What follows belongs to an exercise in optimizing a design on an open flow for small area, a short achievable clock period and few clock cycles per item; a production flow would make more cautious choices.
The RTL was checked by simulation tests, not by an equivalence proof against the original design.
No activity file was given, so power comes from the tool's default toggle rates.

## flow/design.v (module list and top-level ports; edited modules follow where they fit)
// module akelarre_core: 2145 lines
module akelarre_core (
    input  wire         clk,
    input  wire         rst,
    input  wire         start,
    input  wire [1:0]   op,
    input  wire [3:0]   rounds,
    input  wire         rot_en,
    input  wire [1:0]   klen_m1,
    input  wire [127:0] key,
    input  wire [127:0] blk_in,
    output wire         ready,
    output reg          done,
    output wire [127:0] blk_out
);
  // ...
==> flow/flow/run.sh <==
#!/bin/bash
# The standard ORFS layout (the standard.sh: standard synthesis, floorplan,
# placement, CTS, routing, finish) with the design's SDC unchanged; only the
# setup repair steps aim for a larger slack margin, so that the layout is
# sized for a shorter achieved period.
set -euo pipefail
export SETUP_SLACK_MARGIN=8.0
bash standard.sh > standard.log 2>&1
==> flow/standard.sh <==
#!/bin/bash
# synth_recipe.tcl (not shown) runs the flow's synth.tcl, then flattens the netlist and writes it again
# the make line also repeats each setting of config.mk as NAME=value (left out here)
make -C /OpenROAD-flow-scripts/flow DESIGN_CONFIG=/design/flow/config.mk WORK_HOME=/design/flow/orfs CLKGATE_MAP_FILE= SYNTH_SCRIPT=/design/flow/synth_recipe.tcl "${@:-finish}"
==> flow/config.mk <==
export PLATFORM = sky130hd
export DESIGN_NAME = akelarre_core
export DESIGN_NICKNAME = akelarre_core
export VERILOG_FILES = /design/flow/design.v
export SDC_FILE = /design/flow/constraint.sdc
export NUM_CORES = 4
export LEC_CHECK = 0
export CAP_MARGIN = 20
export CORE_MARGIN = 2
export CORE_UTILIZATION = 65
export SLEW_MARGIN = 20
export SYNTH_MEMORY_MAX_BITS = 8192
==> flow/constraint.sdc <==
create_clock -name core_clock -period 13.0 [get_ports {clk}]
set_input_delay 2.6000 -clock core_clock [delete_from_list [all_inputs] [get_ports {clk}]]
set_output_delay 2.6000 -clock core_clock [all_outputs]
set_load 0.01 [all_outputs]
==> out/qor.yml, run 1 <==
clock_network:
  cts_hold_buf: 0
  post_cts_buffers: 112
  clockRootBuffer: "clkbuf_16"
  cts_buffers: 144
  postCtsResizedCells: 292
  ctsHtreeMaxLevel: 4
die:
  die_x_microns: 378
  start_util_pct: 65.4
  io_pins: 398
  dieHeight_microns: 378
placement:
  place_ws_ps: 5790
  gp_congestion: 1.20
  place_area_sq_um: 97400
grt:
  busiest_layer: "met2"
  overflow: 400
  met1_usage_pct: 80.9
  grt_pass1_wl_microns: 808000
  grt_max_degree: 187
  grt_pass1_vias: 98399
synthesis:
  synth_top_family_by_area: "compound AO/OA/AOI/OAI gates"
  async_reset_ff_share_pct: 0
  synthMuxAreaShare_pct: 11.4
  synth_top_area_share_pct: 46.0
  synth_most_common_cell: "edfxtp_1"
  netlist_instances: 8309
  synth-edff-count: 1396
  seq_area_frac_synth_pct: 46.6
  synthXorXnorAreaFrac_pct: 2.40
  synth_nets: 8944
  synth-simple-area-share_pct: 12.3
  synth_warnings: 1
  syn_area_sq_um: 91100
status:
  haltStage: "5_1_grt"
  tool.error: "[ERROR GRT-0116] Global routing finished with congestion. Check the congestion regions in the DRC Viewer."
  outcome: "did not finish"
Testbench counts, summed over its fixed seeds: cycles 65,468, items 640.
==> run 2: changes to the inputs <==
--- a/flow/design.v
+++ b/flow/design.v
@@ -400,16 +400,39 @@
             if (y[0]) t = {t[29:0], t[30]};
             if (y[1]) t = {t[28:0], t[30:29]};
             if (y[2]) t = {t[26:0], t[30:27]};
             if (y[3]) t = {t[22:0], t[30:23]};
             if (y[4]) t = {t[14:0], t[30:15]};
             rot31 = t;
         end
     endfunction
+    function [31:0] rot31m;
+        input [31:0] x;
+        input [4:0]  y;
+        input        odd;
+        reg   [31:0] t, n;
+        integer k, i, s, su, sl;
+        begin
+            t = x;
+            for (k = 0; k < 5; k = k + 1) begin
+                s = 1 << k;
+                for (i = 0; i < 32; i = i + 1) begin
+                    su = (i == 0) ? 0 : ((i - s >= 1) ? i - s : i - s + 31);
+                    sl = (i == 31) ? 31 : ((i - s >= 0) ? i - s : i - s + 31);
+                    if (su == sl)
+                        n[i] = y[k] ? t[su] : t[i];
+                    else
+                        n[i] = y[k] ? (odd ? t[sl] : t[su]) : t[i];
+                end
+                t = n;
+            end
+            rot31m = t;
+        end
+    endfunction
     function [127:0] rotb128;
         input [127:0] b;
         input [6:0]   n;
         reg   [127:0] t;
         begin
             t = b;
             if (n[0]) t = {t[126:0], t[127]};
             if (n[1]) t = {t[125:0], t[127:126]};
@@ -1980,19 +2003,17 @@
     wire        wadd   = (step[1:0] == 2'd0) || (step[1:0] == 2'd3);
     wire [31:0] wsum   = a0 + (dec ? ~kw : kw) + {31'd0, dec};
     wire [31:0] wh     = wadd ? wsum : (a0 ^ kw);
     wire        xen    = (rc != 4'd0);
     wire [127:0] rin   = xen ? {a0 ^ t1, a1 ^ w, a2 ^ t1, a3 ^ w} : {a0, a1, a2, a3};
     wire [6:0]  ramt   = cfg_rot ? (dec ? rk : zr[6:0]) : 7'd0;
     wire [127:0] rout  = rotb128(rin, ramt);
     wire [2:0]  wi_n  = (wi == 3'd5) ? 3'd0 : wi + 3'd1;
-    wire [30:0] ring  = wi[0] ? w[30:0] : w[31:1];
-    wire [30:0] rr    = rot31(ring, ya);
-    wire [31:0] wrot  = wi[0] ? {w[31], rr} : {rr, w[0]};
+    wire [31:0] wrot  = rot31m(w, ya, wi[0]);
     wire [31:0] wnext = wrot + zr;
     always @(posedge clk) begin
         if (rst) begin
             gmode  <= G_IDLE;
             zv     <= 1'b0;
             s1v    <= 1'b0;
             spec   <= 1'b0;
             pre_ok <= 1'b0;
==> flow/config.mk (replaced) <==
export PLATFORM = sky130hd
export DESIGN_NAME = akelarre_core
export DESIGN_NICKNAME = akelarre_core
export VERILOG_FILES = /design/flow/design.v
export SDC_FILE = /design/flow/constraint.sdc
export NUM_CORES = 4
export LEC_CHECK = 0
export CAP_MARGIN = 20
export CORE_MARGIN = 2
export CORE_UTILIZATION = 55
export SLEW_MARGIN = 20
export SYNTH_MEMORY_MAX_BITS = 8192
==> run 2 against run 1 <==
Now clean on timing, DRC and antenna. Area after synthesis down 4.3%. Synthesized cell count down 9.5%.
==> out/qor.yml, run 2 <==
timing:
  skew_ps: 65.1
  final_max_slew_viol_count: 0
  period_minus_slack_ps: 5130
  worst-slew-pin-transition_ps: 1240
  whs_ps: 386
  slew_headroom_pct: 17.0
  max_freq_ghz: 0.195
  setup_viol: 0
  tns_ps: 0
  period_share_pct: 39.5
  rsz0062_at_grt: "yes"
  hold_viol_final: 0
die:
  io_pins: 398  # unchanged
  dieArea_sq_um: 162000
  start_util_pct: 55.2  # was 65.4%
  die_x_microns: 402  # was 378 microns
  coreArea_sq_um: 158000
  rows: 146  # was 137
  dieHeight_microns: 402  # was 378 microns
setup_path:
  required_ps: 13630
  end_kind: "register"
  rr_startpoint: "rc[0]"
  arrival_ps: 5770
  path_cells: "inv_1 -> ha_1 -> or3b_4 -> buf_12 -> nand2_1 -> xor2_1 -> buf_4 -> mux4_2 -> mux2i_1 -> mux2_2 -> mux2i_1 -> mux2_2 -> mux2i_2 -> a222oi_1 -> o21ai_0"
  slowest_delay_ps: 690
  critPathSlowestCell: "mux4_2"
  worstSetupStartpoint: "rc[0]"
  critPathMaxFanout: 39
  crit_buf_inv: 3
  worstSetupStartpointType: "register"
  path_class: "reg2reg"
  cpLargestDelayFamily: "multiplexers"
grt:
  busiest_layer: "met2"
  met2_usage_pct: 66.9
  overflow: 0
  gr-usage-met3_pct: 12.8
  grt_max_degree: 146
  grt_pass1_vias: 65852
  met1_usage_pct: 52.4
  grt_pass1_wl_microns: 506000
  grt_usage_pct: 44.5
  antenna_found_initial: 23
synthesis:
  netlist_instances: 7522  # was 8309
  synthTopCellsByCount: "1396 x edfxtp_1, 651 x nand2_1, 475 x mux2i_1"  # was 1396 x edfxtp_1, 634 x nand2_1, 631 x nor2_1
  synth.ff_latch_count: 1423  # unchanged
  async_reset_ff_share_pct: 0  # unchanged
  synth_top_area_share_pct: 48.1  # was 46.0%
  synth_warnings: 1  # unchanged
  synth_top_area_cell: "edfxtp_1"  # unchanged
  syn_area_sq_um: 87200  # was 91100 sq um
  synth-edff-count: 1396  # unchanged
  synth.distinct_cells: 108  # was 109
  syn_avg_cell_area_sq_um: 11.6  # was 11.0 sq um
  synth_nets: 8156  # was 8944
  synth_most_common_cell: "edfxtp_1"  # unchanged
  synthTopCellsByArea: "edfxtp_1 48%, mux2i_1 5.5%, mux4_2 4.9%"  # was edfxtp_1 46%, mux2i_1 4.0%, mux4_2 3.7%
  ys_dominant_reg_cell: "edfxtp_1"  # unchanged
  seq_area_frac_synth_pct: 48.7  # was 46.6%
finish:
  top_regs: "g_ent.q x736, key_r x128"
  largest_reg_flops: 736
  nets: 8445
  final_area_sq_um: 101000
  drive_above_1_share_pct: 15.3
  layout_common_cells: "1396 x edfxtp_1, 635 x nand2_1, 450 x mux2i_1, 429 x nor2_1, 429 x o21ai_0"
  layout-area-overhead-vs-synth_pct: 15.6
  fillers: 12062
  regMostFlops: "g_ent.q"
  final_common_cell: "edfxtp_1"
clock_network:
  clockRootBuffer: "clkbuf_16"  # unchanged
  worstSkewPairLatency_ps: 830
  ctsHtreeMaxLevel: 4  # unchanged
  cts_hold_buf: 0  # unchanged
  cts.sinks: 1423  # unchanged
  cts.path.max_buffers: 3  # unchanged
  tritoncts: "built"
  clkTransAtPathRegs_ps: 70
  cts_buffers: 151  # was 144
routing:
  drtPass1Iterations: 8
  remaining_drc_errors: 0
  drtIter0Drc: 10861
  via_per_inst: 6.94
  postRouteAntennaNets: 0
  drt-total-wl_microns: 366000
  vias: 69544
  wire_per_inst_microns: 36.5
placement:
  gp_congestion: 1.09  # was 1.20
  numPortBuffers: 397  # unchanged
  place_area_sq_um: 93400  # was 97400 sq um
  dp_hpwl_microns: 257000  # was 301000 microns
power_and_ir_drop:
  p_per_area_nw_per_um2: 227
  leakagePower_uw: 0.0379
  peakVddDrop_uv: 188
hold_path:
  worstHoldStart: "tw1[7]"
  hold_path_class: "reg2reg"
job:
  cap_violations: 0
status:
  outcome: "complete, no violations"  # was did not finish
## run 2: through the flow
step	setup slack, ps	total power, uW	cells	util (%)
5_1_grt	7940	23500	10002	63.8
6_report	7870	22800	10022	63.8
4_1_cts	7920	22100	9938	63.0
3_5_place_dp	5980	17500	9627	59.1
3_3_place_gp	6150	17400	9621	59.1
2_1_floorplan	5610	12900	7522	-
## run 2: timing repair
action,in CTS,in global routing
pin swaps,16,28
gates resized for setup,160,120
gates cloned,7,7
setup endpoints to repair,884,690
setup buffers,37,51
## run 2: final cells by class
| cell class | instances | area (sq um) | share of cell area (%) |
|---|---|---|---|
| timing repair buffer | 667 | 6650 | 6.60 |
| antenna | 25 | 62.6 | 0.0620 |
| tap | 2072 | 2590 | 2.57 |
| clock inverter | 86 | 957 | 0.949 |
| sequential | 1423 | 42500 | 42.1 |
| inverter | 389 | 1490 | 1.47 |
| clock buffer | 181 | 3930 | 3.90 |
| multi-input combinational | 5179 | 42700 | 42.3 |
## run 2: worst register-to-register path: cells and delay by family, from the launching register on
kind	cells	cell delay [ps]
muxes	6	2390
and+or+nand+nor	2	850
buffers and inverters	3	550
DFF	1	470
adders and majority gates	1	320
AOI/OAI and AO/OA	2	300
xor gates and xnor gates	1	100
## run 2: cell families (layout without fill, tap and decap cells)
logic type      Yosys count  count (layout)  share of synthesized area, %
other cells               0              25                             0
buf+inv                 925            1323                          4.23
xor+xnor                375             375                          4.13
simple gates           1761            1764                          9.58
compound gates         1802            1804                          13.8
flops                  1423            1423                          48.7
fa+ha+maj               366             366                          6.58
mux                     870             870                          13.0
## run 2: power by group
group	total (uW)	internal [uW]	switching [uW]	leakage [uW]
sequential	6770	6050	725	0.0131
combinational	11700	4040	7690	0.0224
clock	4340	2390	1950	0.00236
## run 2: worst paths after layout
kind         endpoint  cells past startpoint  slack [ps]
max reg2reg    a3[19]                     15        7870
min            tw0[7]                      0         390
max            a3[19]                     15        7870
min reg2reg    tw0[7]                      0         390
## run 2: per-layer routing
layer / vias to the layer above / share of wire [%]
li1: 28623 / -
met1: 34291 / 34
met2: 5310 / 44
met3: 1316 / 12
met4: 4 / 11
met5: - / 0.046
Testbench counts of run 2, summed over its fixed seeds: cycles 65,468, items 640.

## re-timing with driven ports
No port has a modelled driver above. Below, the same layout with a new extraction and two added sets of constraints. Step 1: set_driving_cell puts a clkbuf_16 on clk and a buf_2 on each other input, an assumption about the parent block. Step 2, shift: input delay + t, output delay - t, t = (earliest + latest rising clock arrival at the registers) / 2. This alone moves slack from input paths to output paths. Slacks: no drivers / after step 1 / after step 2; pairs: no drivers / after step 1.
run: run 2
shift t [ns]: 0.893
setup WS [ns]: 7.865 / 7.865 / 7.126
hold slack, ns: 0.386 / 0.386 / 0.386
worst data-port slew with drivers (ns): 0.22
cell pins on the clock port's net: 1
After both steps run 2 still meets setup and hold. For run 2, drivers alone change the setup slack by 0.000 ns; drivers and shift together by -0.739 ns.
